From an optimization exercise on the open Yosys and OpenROAD flow, aimed at small area, a short achievable clock period and few clock cycles; shortcuts taken in it are not production practice.
Function was checked by simulation only, so behaviour that the tests miss may differ from the original.
Power is estimated from default activity; no workload was simulated.

**config.mk**
```make
export PLATFORM = sky130hd
export DESIGN_NAME = modbus_rtu
export DESIGN_NICKNAME = modbus_rtu
export VERILOG_FILES = /design/flow/design.v
export SDC_FILE = /design/flow/constraint.sdc
export NUM_CORES = 4
export LEC_CHECK = 0
export CAP_MARGIN = 20
export CORE_MARGIN = 2
export CORE_UTILIZATION = 40
export SLEW_MARGIN = 20
```
**constraint.sdc**
```tcl
create_clock -name core_clock -period 10.0 [get_ports {clk}]
set_input_delay 2.0000 -clock core_clock [delete_from_list [all_inputs] [get_ports {clk}]]
set_output_delay 2.0000 -clock core_clock [all_outputs]
set_load 0.01 [all_outputs]
```
**design.v**
```verilog
module crc16_byte (
    input  wire [15:0] crc_in,
    input  wire [7:0]  data,
    output wire [15:0] crc_out
);
    wire [15:0] c0 = crc_in ^ {8'h00, data};
    wire [15:0] c1 = c0[0] ? ((c0 >> 1) ^ 16'hA001) : (c0 >> 1);
    wire [15:0] c2 = c1[0] ? ((c1 >> 1) ^ 16'hA001) : (c1 >> 1);
    wire [15:0] c3 = c2[0] ? ((c2 >> 1) ^ 16'hA001) : (c2 >> 1);
    wire [15:0] c4 = c3[0] ? ((c3 >> 1) ^ 16'hA001) : (c3 >> 1);
    wire [15:0] c5 = c4[0] ? ((c4 >> 1) ^ 16'hA001) : (c4 >> 1);
    wire [15:0] c6 = c5[0] ? ((c5 >> 1) ^ 16'hA001) : (c5 >> 1);
    wire [15:0] c7 = c6[0] ? ((c6 >> 1) ^ 16'hA001) : (c6 >> 1);
    wire [15:0] c8 = c7[0] ? ((c7 >> 1) ^ 16'hA001) : (c7 >> 1);
    assign crc_out = c8;
endmodule
module modbus_rtu (
    input  wire        clk,
    input  wire        rst,
    input  wire        tick,
    input  wire        rx_valid,
    input  wire [7:0]  rx_data,
    input  wire        tx_ready,
    input  wire        bus_sel,
    input  wire        bus_we,
    input  wire [1:0]  bus_size,
    input  wire [11:0] bus_addr,
    input  wire [31:0] bus_wdata,
    output reg         done,
    output reg  [31:0] bus_rdata,
    output reg         bus_err,
    output reg         tx_valid,
    output reg  [7:0]  tx_data,
    output wire        irq,
    output wire        rx_enable
);
    localparam CAP = 64;                  
    localparam [31:0] ID_VALUE = 32'h4D42_5207;
    localparam [2:0] S_OFF  = 3'd0,
                     S_INIT = 3'd1,
                     S_IDLE = 3'd2,
                     S_RECV = 3'd3,
                     S_WAIT = 3'd4,
                     S_EMIT = 3'd5;
    localparam [1:0] W_CRC_RX = 2'd0,
                     W_CRC_TX = 2'd1,
                     W_FRAME  = 2'd2;
    reg [2:0]  state;
    reg        rd_rdy, crc_ok, txie, abandon;
    reg        f_tx_done, f_noise, f_rx_ovf, f_drop, f_cmd_err, f_cfg_err;
    reg [13:0] irq_en;                    
    reg [15:0] t15, t35;
    reg        tmr15_en, tmr35_en;
    reg [15:0] tmr15_cnt, tmr35_cnt;
    reg [7:0]  rxb [0:CAP-1];
    reg [7:0]  txb [0:CAP-1];
    reg [6:0]  rx_len, tx_len, tx_cur;
    reg [15:0] crc;
    reg [31:0] st_rx, st_tx, st_noise, st_ovf, st_drop;
    reg        busy;
    reg [1:0]  wkind;
    reg [6:0]  widx, wend;
    reg [15:0] wcrc;
    wire held = (state == S_WAIT) && rd_rdy;
    assign rx_enable = (state == S_INIT) || (state == S_IDLE) ||
                       (state == S_RECV) || (state == S_WAIT);
    wire [31:0] status = {18'd0, f_cfg_err, f_cmd_err, f_drop, f_rx_ovf, f_noise,
                          f_tx_done, abandon, rx_enable, txie, crc_ok, rd_rdy, state};
    assign irq = |(status[13:0] & irq_en & 14'h3F08);
    function [31:0] sat_inc(input [31:0] v);
        sat_inc = (v == 32'hFFFF_FFFF) ? v : v + 32'd1;
    endfunction
    wire go      = !busy;
    wire do_bus  = go && bus_sel;
    wire do_rx   = go && !bus_sel && rx_valid;
    wire do_tick = go && !bus_sel && !rx_valid && tick;
    wire do_txr  = go && !bus_sel && !rx_valid && !tick && tx_ready;
    wire [7:0] bidx    = bus_addr[9:2];
    wire       a_rxbuf = (bus_addr[11:8] == 4'h4);
    wire       a_txbuf = (bus_addr[11:8] == 4'h8);
    wire       a_low   = (bus_addr[11:8] == 4'h0);
    wire       a_reg   = a_low && (bus_addr[7:0] <= 8'h30 ||
                                   (bus_addr[7:0] >= 8'h40 && bus_addr[7:0] <= 8'h50));
    wire       a_ro    = a_low && (bus_addr[7:0] == 8'h00 || bus_addr[7:0] == 8'h18 ||
                                   bus_addr[7:0] == 8'h1C || bus_addr[7:0] == 8'h20 ||
                                   bus_addr[7:0] == 8'h24 || bus_addr[7:0] == 8'h28 ||
                                   bus_addr[7:0] >= 8'h40);
    wire       legal   = (bus_size == 2'd2) && (bus_addr[1:0] == 2'b00) &&
                         (a_reg || a_rxbuf || a_txbuf) &&
                         !(bus_we && (a_ro || a_rxbuf));
    reg [31:0] rd_value;
    always @(*) begin
        rd_value = 32'd0;
        if (a_rxbuf)
            rd_value = ({1'b0, bidx} < {2'b0, rx_len}) ? {24'd0, rxb[bidx[5:0]]} : 32'd0;
        else if (a_txbuf)
            rd_value = {24'd0, txb[bidx[5:0]]};
        else
            case (bus_addr[7:0])
                8'h00: rd_value = ID_VALUE;
                8'h04: rd_value = status;
                8'h08: rd_value = {18'd0, irq_en & 14'h3F08};
                8'h10: rd_value = {16'd0, t15};
                8'h14: rd_value = {16'd0, t35};
                8'h18: rd_value = {25'd0, rx_len};
                8'h1C: rd_value = {25'd0, tx_len};
                8'h20: rd_value = {25'd0, tx_cur};
                8'h24: rd_value = {15'd0, tmr15_en, tmr15_cnt};
                8'h28: rd_value = {15'd0, tmr35_en, tmr35_cnt};
                8'h2C: rd_value = {16'd0, crc};
                8'h40: rd_value = st_rx;
                8'h44: rd_value = st_tx;
                8'h48: rd_value = st_noise;
                8'h4C: rd_value = st_ovf;
                8'h50: rd_value = st_drop;
                default: rd_value = 32'd0;
            endcase
    end
    wire [7:0] cmd_op  = bus_wdata[7:0];
    wire [8:0] cmd_n   = bus_wdata[24:16];
    wire       cmd_bad = (|(bus_wdata & 32'hFE00_FF00)) || (cmd_op > 8'h08) ||
                         ((cmd_op == 8'h00 || cmd_op == 8'h01 || cmd_op == 8'h02 ||
                           cmd_op == 8'h03 || cmd_op == 8'h05 || cmd_op == 8'h08) &&
                          cmd_n != 9'd0);
    wire        exp15      = tmr15_en && (tmr15_cnt == 16'd1);
    wire        exp35      = tmr35_en && (tmr35_cnt == 16'd1);
    wire [2:0]  state_t15  = (exp15 && state == S_RECV) ? S_WAIT : state;
    wire [7:0]  wbyte = (wkind == W_CRC_TX) ? txb[widx[5:0]] : rxb[widx[5:0]];
    wire [15:0] wcrc_next;
    crc16_byte u_crc_walk (.crc_in(wcrc), .data(wbyte), .crc_out(wcrc_next));
    wire [15:0] crc_data_next;
    crc16_byte u_crc_data (.crc_in(crc), .data(bus_wdata[7:0]), .crc_out(crc_data_next));
    wire [6:0]  rx_len_m1 = rx_len - 7'd1;
    wire [6:0]  rx_len_m2 = rx_len - 7'd2;
    wire [15:0] rx_trailer = {rxb[rx_len_m1[5:0]], rxb[rx_len_m2[5:0]]};
    integer i;
    always @(posedge clk) begin
        if (rst) begin
            state     <= S_OFF;
            rd_rdy    <= 1'b0;
            crc_ok    <= 1'b0;
            txie      <= 1'b0;
            abandon   <= 1'b0;
            f_tx_done <= 1'b0;
            f_noise   <= 1'b0;
            f_rx_ovf  <= 1'b0;
            f_drop    <= 1'b0;
            f_cmd_err <= 1'b0;
            f_cfg_err <= 1'b0;
            irq_en    <= 14'd0;
            t15       <= 16'd0;
            t35       <= 16'd0;
            tmr15_en  <= 1'b0;
            tmr15_cnt <= 16'd0;
            tmr35_en  <= 1'b0;
            tmr35_cnt <= 16'd0;
            rx_len    <= 7'd0;
            tx_len    <= 7'd0;
            tx_cur    <= 7'd0;
            crc       <= 16'hFFFF;
            st_rx     <= 32'd0;
            st_tx     <= 32'd0;
            st_noise  <= 32'd0;
            st_ovf    <= 32'd0;
            st_drop   <= 32'd0;
            for (i = 0; i < CAP; i = i + 1) begin
                rxb[i] <= 8'd0;
                txb[i] <= 8'd0;
            end
            busy      <= 1'b0;
            wkind     <= W_CRC_RX;
            widx      <= 7'd0;
            wend      <= 7'd0;
            wcrc      <= 16'hFFFF;
            done      <= 1'b0;
            bus_rdata <= 32'd0;
            bus_err   <= 1'b0;
            tx_valid  <= 1'b0;
            tx_data   <= 8'd0;
        end else begin
            done     <= 1'b0;
            tx_valid <= 1'b0;
            if (busy) begin
                if (widx == wend) begin
                    busy <= 1'b0;
                    done <= 1'b1;
                    if (wkind == W_FRAME)
                        crc_ok <= (wcrc == rx_trailer);
                    else
                        crc <= wcrc;
                end else begin
                    wcrc <= wcrc_next;
                    widx <= widx + 7'd1;
                end
            end
            if (do_bus) begin
                done      <= 1'b1;
                bus_err   <= !legal;
                bus_rdata <= (legal && !bus_we) ? rd_value : 32'd0;
                if (legal && bus_we) begin
                    if (a_txbuf) begin
                        if (state == S_EMIT) f_cmd_err <= 1'b1;
                        else txb[bidx[5:0]] <= bus_wdata[7:0];
                    end else case (bus_addr[7:0])
                        8'h04: begin
                            if (bus_wdata[8])  f_tx_done <= 1'b0;
                            if (bus_wdata[9])  f_noise   <= 1'b0;
                            if (bus_wdata[10]) f_rx_ovf  <= 1'b0;
                            if (bus_wdata[11]) f_drop    <= 1'b0;
                            if (bus_wdata[12]) f_cmd_err <= 1'b0;
                            if (bus_wdata[13]) f_cfg_err <= 1'b0;
                        end
                        8'h08: irq_en <= bus_wdata[13:0] & 14'h3F08;
                        8'h10: if (state == S_OFF) t15 <= bus_wdata[15:0];
                               else f_cmd_err <= 1'b1;
                        8'h14: if (state == S_OFF) t35 <= bus_wdata[15:0];
                               else f_cmd_err <= 1'b1;
                        8'h2C: crc <= bus_wdata[15:0];
                        8'h30: crc <= crc_data_next;
                        8'h0C: begin
                            if (cmd_bad) f_cmd_err <= 1'b1;
                            else case (cmd_op)
                                8'h01: begin  
                                    if (state != S_OFF) f_cmd_err <= 1'b1;
                                    else if (!(t15 >= 16'd1 && t15 < t35)) f_cfg_err <= 1'b1;
                                    else begin
                                        state     <= S_INIT;
                                        rx_len    <= 7'd0;
                                        rd_rdy    <= 1'b0;
                                        crc_ok    <= 1'b0;
                                        abandon   <= 1'b0;
                                        tx_len    <= 7'd0;
                                        tx_cur    <= 7'd0;
                                        txie      <= 1'b0;
                                        tmr15_en  <= 1'b0;
                                        tmr15_cnt <= 16'd0;
                                        tmr35_en  <= 1'b1;
                                        tmr35_cnt <= t35;
                                    end
                                end
                                8'h02: begin  
                                    if (state != S_OFF) begin
                                        state     <= S_OFF;
                                        rx_len    <= 7'd0;
                                        rd_rdy    <= 1'b0;
                                        crc_ok    <= 1'b0;
                                        abandon   <= 1'b0;
                                        tx_len    <= 7'd0;
                                        tx_cur    <= 7'd0;
                                        txie      <= 1'b0;
                                        tmr15_en  <= 1'b0;
                                        tmr15_cnt <= 16'd0;
                                        tmr35_en  <= 1'b0;
                                        tmr35_cnt <= 16'd0;
                                    end
                                end
                                8'h03: begin  
                                    if (!held) f_cmd_err <= 1'b1;
                                    else begin
                                        rd_rdy <= 1'b0;
                                        crc_ok <= 1'b0;
                                        rx_len <= 7'd0;
                                        state  <= S_IDLE;
                                    end
                                end
                                8'h04: begin  
                                    if (!held || cmd_n < 9'd1 || cmd_n > CAP) f_cmd_err <= 1'b1;
                                    else begin
                                        rd_rdy <= 1'b0;
                                        crc_ok <= 1'b0;
                                        rx_len <= 7'd0;
                                        tx_len <= cmd_n[6:0];
                                        tx_cur <= 7'd0;
                                        txie   <= 1'b1;
                                        state  <= S_EMIT;
                                    end
                                end
                                8'h05: crc <= 16'hFFFF;  
                                8'h06: begin  
                                    if (cmd_n > {2'b0, rx_len}) f_cmd_err <= 1'b1;
                                    else begin
                                        busy  <= 1'b1;
                                        done  <= 1'b0;
                                        wkind <= W_CRC_RX;
                                        widx  <= 7'd0;
                                        wend  <= cmd_n[6:0];
                                        wcrc  <= 16'hFFFF;
                                    end
                                end
                                8'h07: begin  
                                    if (cmd_n > CAP) f_cmd_err <= 1'b1;
                                    else begin
                                        busy  <= 1'b1;
                                        done  <= 1'b0;
                                        wkind <= W_CRC_TX;
                                        widx  <= 7'd0;
                                        wend  <= cmd_n[6:0];
                                        wcrc  <= 16'hFFFF;
                                    end
                                end
                                8'h08: begin  
                                    st_rx    <= 32'd0;
                                    st_tx    <= 32'd0;
                                    st_noise <= 32'd0;
                                    st_ovf   <= 32'd0;
                                    st_drop  <= 32'd0;
                                end
                                default: ;  
                            endcase
                        end
                        default: ;
                    endcase
                end
            end
            if (do_rx) begin
                done <= 1'b1;
                case (state)
                    S_INIT: begin
                        tmr35_en  <= 1'b1;
                        tmr35_cnt <= t35;
                    end
                    S_IDLE: begin
                        rxb[0]    <= rx_data;
                        rx_len    <= 7'd1;
                        tmr15_en  <= 1'b1;
                        tmr15_cnt <= t15;
                        tmr35_en  <= 1'b1;
                        tmr35_cnt <= t35;
                        state     <= S_RECV;
                    end
                    S_RECV: begin
                        if (rx_len < CAP) begin
                            rxb[rx_len[5:0]] <= rx_data;
                            rx_len    <= rx_len + 7'd1;
                            tmr15_en  <= 1'b1;
                            tmr15_cnt <= t15;
                            tmr35_en  <= 1'b1;
                            tmr35_cnt <= t35;
                        end else begin
                            rx_len    <= 7'd0;
                            tmr15_en  <= 1'b0;
                            tmr15_cnt <= 16'd0;
                            tmr35_en  <= 1'b0;
                            tmr35_cnt <= 16'd0;
                            state     <= S_IDLE;
                            f_rx_ovf  <= 1'b1;
                            st_ovf    <= sat_inc(st_ovf);
                        end
                    end
                    S_WAIT: begin
                        if (rd_rdy) begin
                            f_drop  <= 1'b1;
                            st_drop <= sat_inc(st_drop);
                        end else begin
                            abandon   <= 1'b1;
                            rx_len    <= 7'd0;
                            tmr35_en  <= 1'b1;
                            tmr35_cnt <= t35;
                            f_noise   <= 1'b1;
                            st_noise  <= sat_inc(st_noise);
                        end
                    end
                    default: ;  
                endcase
            end
            if (do_tick) begin
                done <= 1'b1;
                if (tmr15_en) begin
                    tmr15_cnt <= tmr15_cnt - 16'd1;
                    if (exp15) tmr15_en <= 1'b0;
                end
                if (tmr35_en) begin
                    tmr35_cnt <= tmr35_cnt - 16'd1;
                    if (exp35) tmr35_en <= 1'b0;
                end
                state <= state_t15;
                if (exp35) begin
                    case (state_t15)
                        S_INIT: state <= S_IDLE;
                        S_WAIT: begin
                            if (abandon) begin
                                abandon <= 1'b0;
                                rx_len  <= 7'd0;
                                state   <= S_IDLE;
                            end else begin
                                rd_rdy <= 1'b1;
                                st_rx  <= sat_inc(st_rx);
                                if (rx_len >= 7'd4) begin
                                    crc_ok <= 1'b0;
                                    busy   <= 1'b1;
                                    done   <= 1'b0;
                                    wkind  <= W_FRAME;
                                    widx   <= 7'd0;
                                    wend   <= rx_len - 7'd2;
                                    wcrc   <= 16'hFFFF;
                                end else begin
                                    crc_ok <= 1'b0;
                                end
                            end
                        end
                        S_EMIT: begin
                            state     <= S_IDLE;
                            rx_len    <= 7'd0;
                            f_tx_done <= 1'b1;
                            st_tx     <= sat_inc(st_tx);
                        end
                        default: ;
                    endcase
                end
            end
            if (do_txr) begin
                done <= 1'b1;
                if (state == S_EMIT && txie) begin
                    if (tx_cur < tx_len) begin
                        tx_valid <= 1'b1;
                        tx_data  <= txb[tx_cur[5:0]];
                        tx_cur   <= tx_cur + 7'd1;
                    end else begin
                        txie      <= 1'b0;
                        tmr35_en  <= 1'b1;
                        tmr35_cnt <= t35;
                    end
                end
            end
        end
    end
endmodule
```
**run.sh**
```bash
#!/bin/bash
# synth_recipe.tcl (not shown) runs the flow's synth.tcl, then flattens the netlist and writes it again
# the make line also repeats each setting of config.mk as NAME=value (left out here)
make -C /OpenROAD-flow-scripts/flow DESIGN_CONFIG=/design/flow/config.mk WORK_HOME=/design/flow/orfs CLKGATE_MAP_FILE= SYNTH_SCRIPT=/design/flow/synth_recipe.tcl finish
```
==> run notes <==
Net Sw Frac=25.2%; WS Path Type=register to register; critical path fanouts, max=between 40 and 50; CTS tree=built; Post-synth top cells=1076 x mux4_2, 1024 x edfxtp_1, 985 x and2_1, 488 x nor2_1, 412 x clkbuf_1; post-synthesis sequential area ratio=43.0%; Netlist cell types=88; VDD IR max=130 uV; Worst Setup Slack, final=3.62 ns; Core Region=0.220 mm^2; Yosys Warn Count=1; nets@finish=6900; Main synth FF type=edfxtp_1; # port buffers=105; Critical Path End Type=register; mapped cell area=0.0883 mm^2; largest net degree at the start of global routing=130; Die Y=474 um; worst r2r path cells=13; ys async rst share=0%; Post-Route Setup TNS=0 ns; internal cell power=10.6 mW; clk root buf=clkbuf_16; EDFF count, synth=1024; Critical Path End=wcrc[0]; htree depth=4; Worst-Margin Slew=1.27 ns; initial antenna violation count=33; Hold-fix buffers, CTS=0; drt first pass iters=13; RSZ-0062 raised after global routing=no; DP HPWL=234000 um; FMAX=roughly 0.16 GHz; DRT antenna net count=0; Tmin final=6.38 ns; first-pass GRT wire length=around 480000 um; top cell type's share of synthesized area=34.8%; I/O Pins=106; DP Worst Slack=3.48 ns; full die area=0.225 mm^2; status=complete, no violations; Max Buffers Root-to-Sink=3; Sw Pwr=3.57 mW; final instance area=0.0976 mm^2; combinational share of power=9.0%; Vias=slightly below 70000; Worst R2R End=wcrc[0]; WL/cell=about 35 um; post-CTS sizing=0; total setup buffers inserted after CTS=0; vias in the first global route=about 63000; initial DRC count=10700; Register Area=0.0380 mm^2; DR DRC count=0; clk sinks=1383; PwrDens=about 150 mW/mm^2; synthesized instance count=6940; Post-DP Area=0.0919 mm^2; setup slack, reg-to-reg=between 3 and 4 ns; Worst Skew=0.0630 ns; Startpoint Class=register; Area Overhead vs Synth=10.5%; worst hold slack=roughly 0.45 ns; Fillers=19600; Hold Crit Class=register to register; Max Cap Viol=0; syn avg cell area=between 10 and 15 um^2; layout cells sized above 1=25.0%; Die W=474 um; Final Max Tran Viols=0; Initial Util=40.2%; cell taking the most area after synthesis=edfxtp_1; Arrival @ worst endpoint=7.08 ns; top-count cell post-synth=mux4_2; via/cell ratio=between 6 and 7; GRT overflow=0; Hold Fails Final Rpt=0; multi-input gate area in the final layout=roughly 0.048 mm^2; Total GRT Usage=29.8%; Reg clk slew, reported paths=approximately 0.06 ns; Clock Latency Late Sink=0.87 ns; clock share of power=44.9%; Reg2Reg Launch Point=widx[0]; GPL Wtd Cong=1.00; crit path launch=widx[0]; Worst Path Required=between 10 and 15 ns; Pleak=31.6 nW; Slew Limit Headroom=15.4%; Num CTS Buffers=~160; Tcrit/Tclk final=63.8%; Flop pwr share=46.1%; drt total wl=approximately 340000 um; endpoints failing setup=0; Synth Net Count=7053; Site Rows=172; most area-consuming cells after synthesis=edfxtp_1 35%, mux4_2 27%, dfxtp_1 8.1%; Yosys reg bits=~1400
[power by group through the flow]
| stage | logic [mW] | registers (mW) | clock network [mW] |
|---|---|---|---|
| after global routing | 1.30 | 6.53 | 6.58 |
| after global placement | 1.23 | 6.61 | 0 |
| after CTS | 1.24 | 6.51 | 6.37 |
| after detailed placement | 1.24 | 6.63 | 0 |
| final | 1.28 | 6.52 | 6.35 |
| after floorplan | 0.796 | 6.53 | 0 |
[sequential cells by signal (all words and copies together) (netlist names), 32 cells and up]
| register | cells |
|---|---|
| rxb | 512 |
| st_drop | 32 |
| st_rx | 32 |
| st_ovf | 32 |
| bus_rdata | 32 |
| st_noise | 32 |
| txb | 512 |
| st_tx | 32 |
[routing by layer]
layer	routed length (um)	up-vias	global-route usage (%)
li1	-	27000	-
met2	151000	5177	44.3
met5	161	-	0
met3	44000	887	8.97
met4	20800	26	16.1
met1	124000	34400	39.1
[metrics by stage]
step | utilization [%] | total power [mW] | cells
after floorplan | - | 7.33 | 6940
after global placement | 41.9 | 7.84 | 9492
after detailed placement | 41.9 | 7.86 | 9494
after CTS | 44.4 | 14.1 | 9790
after global routing | 44.4 | 14.4 | 9796
final | 44.4 | 14.1 | 9804
[kinds of logic after synthesis]
kind of cell | synth area share (%)
AOI/OAI and AO/OA | 7.13
xor gates and xnor gates | 1.12
adders and majority gates | 0.737
buffers and inverters | 3.16
DFF | 43.0
muxes | 29.2
and+or+nand+nor | 15.7
[final cells by class]
cell class,instances,area share (%)
diodes,14,0.0359
inverters,56,0.215
well taps,2871,3.68
repair buffers,276,2.44
multi-input cells,4908,49.0
flip-flops and latches,1383,38.9
clock buffers,205,4.52
clock inverters,91,1.23
[worst min-delay path by stage]
stage                        from             to  slack (ns)  depth (start not counted)
detailed placement  bus_rdata[14]  bus_rdata[14]        0.45                          2
finish              bus_rdata[14]  bus_rdata[14]        0.45                          2
floorplan               irq_en[8]      irq_en[8]        0.44                          2
CTS                 bus_rdata[14]  bus_rdata[14]        0.46                          2
global placement    bus_rdata[14]  bus_rdata[14]        0.44                          2
global route         bus_rdata[9]   bus_rdata[9]        0.49                          2
[worst max-delay path: stages, from the launching register on]
cell	delay (ns)
dfxtp_4	0.79
buf_12	0.42
buf_4	0.51
mux4_2	0.57
a221oi_1	0.42
o21ai_0	0.40
a221oi_1	1.15
a31oi_1	0.45
xnor2_2	0.27
xnor2_1	0.32
xor3_1	0.44
xor3_1	0.21
and2_1	0.14
o21ai_2	0.05
[placed cells by master (no fill, tap or decap), types with 22 or more instances in the layout]
master	synthesis	final
or3_1	35	35
a21o_1	22	22
nand2_1	358	358
clkinv_2	0	27
dfxtp_1	359	348
clkbuf_1	412	27
bufinv_16	0	22
mux4_2	1076	1076
and2_1	985	984
inv_1	54	53
a31oi_1	51	50
and3_1	62	62
or2_2	147	147
a22oi_1	130	130
buf_4	23	167
nor3_1	157	156
nor2b_1	34	32
nand3_1	139	138
nor4_1	29	27
nand4_1	54	54
a211oi_1	48	47
clkdlybuf4s50_1	0	83
a22o_1	26	26
ha_1	52	50
a221oi_1	62	62
o211ai_1	23	23
nor2_1	488	480
mux2i_1	96	96
a21oi_1	304	304
o21ai_0	143	142
xor2_1	36	35
edfxtp_1	1024	1024
nand3b_1	27	27
xnor2_1	62	58
clkbuf_16	0	165
Testbench counts, summed over its fixed seeds: cycles 15,470.

[port drivers added, routing unchanged]
Ports are ideal in the flow. The routed layout listed here was re-timed in OpenROAD.
Step 1 sets driving cells, clkbuf_16 on the clock port and buf_2 on the other inputs (assumed; they add their load-dependent delay and slew).
Step 2 adds t to the input delays and takes it off the output delays; t is the mean of the earliest and latest rising clock arrival at the registers after step 1. Input paths then give back, and output paths get back, about the clock's delay inside the block.
a / b / c = ideal / step 1 / step 2; a / b = the first two.
t, ns: 0.929
setup WS [ns]: 3.622 / 3.622 / 3.138
hold WS [ns]: 0.455 / 0.455 / 0.455
clock arrival spread, ns: 0.063 / 0.063
worst register clock-pin slew, ns: 0.07 / 0.07
After both steps setup and hold are still met in this run. The setup slack of this run moves by 0.000 ns with the drivers and by -0.484 ns with both steps.
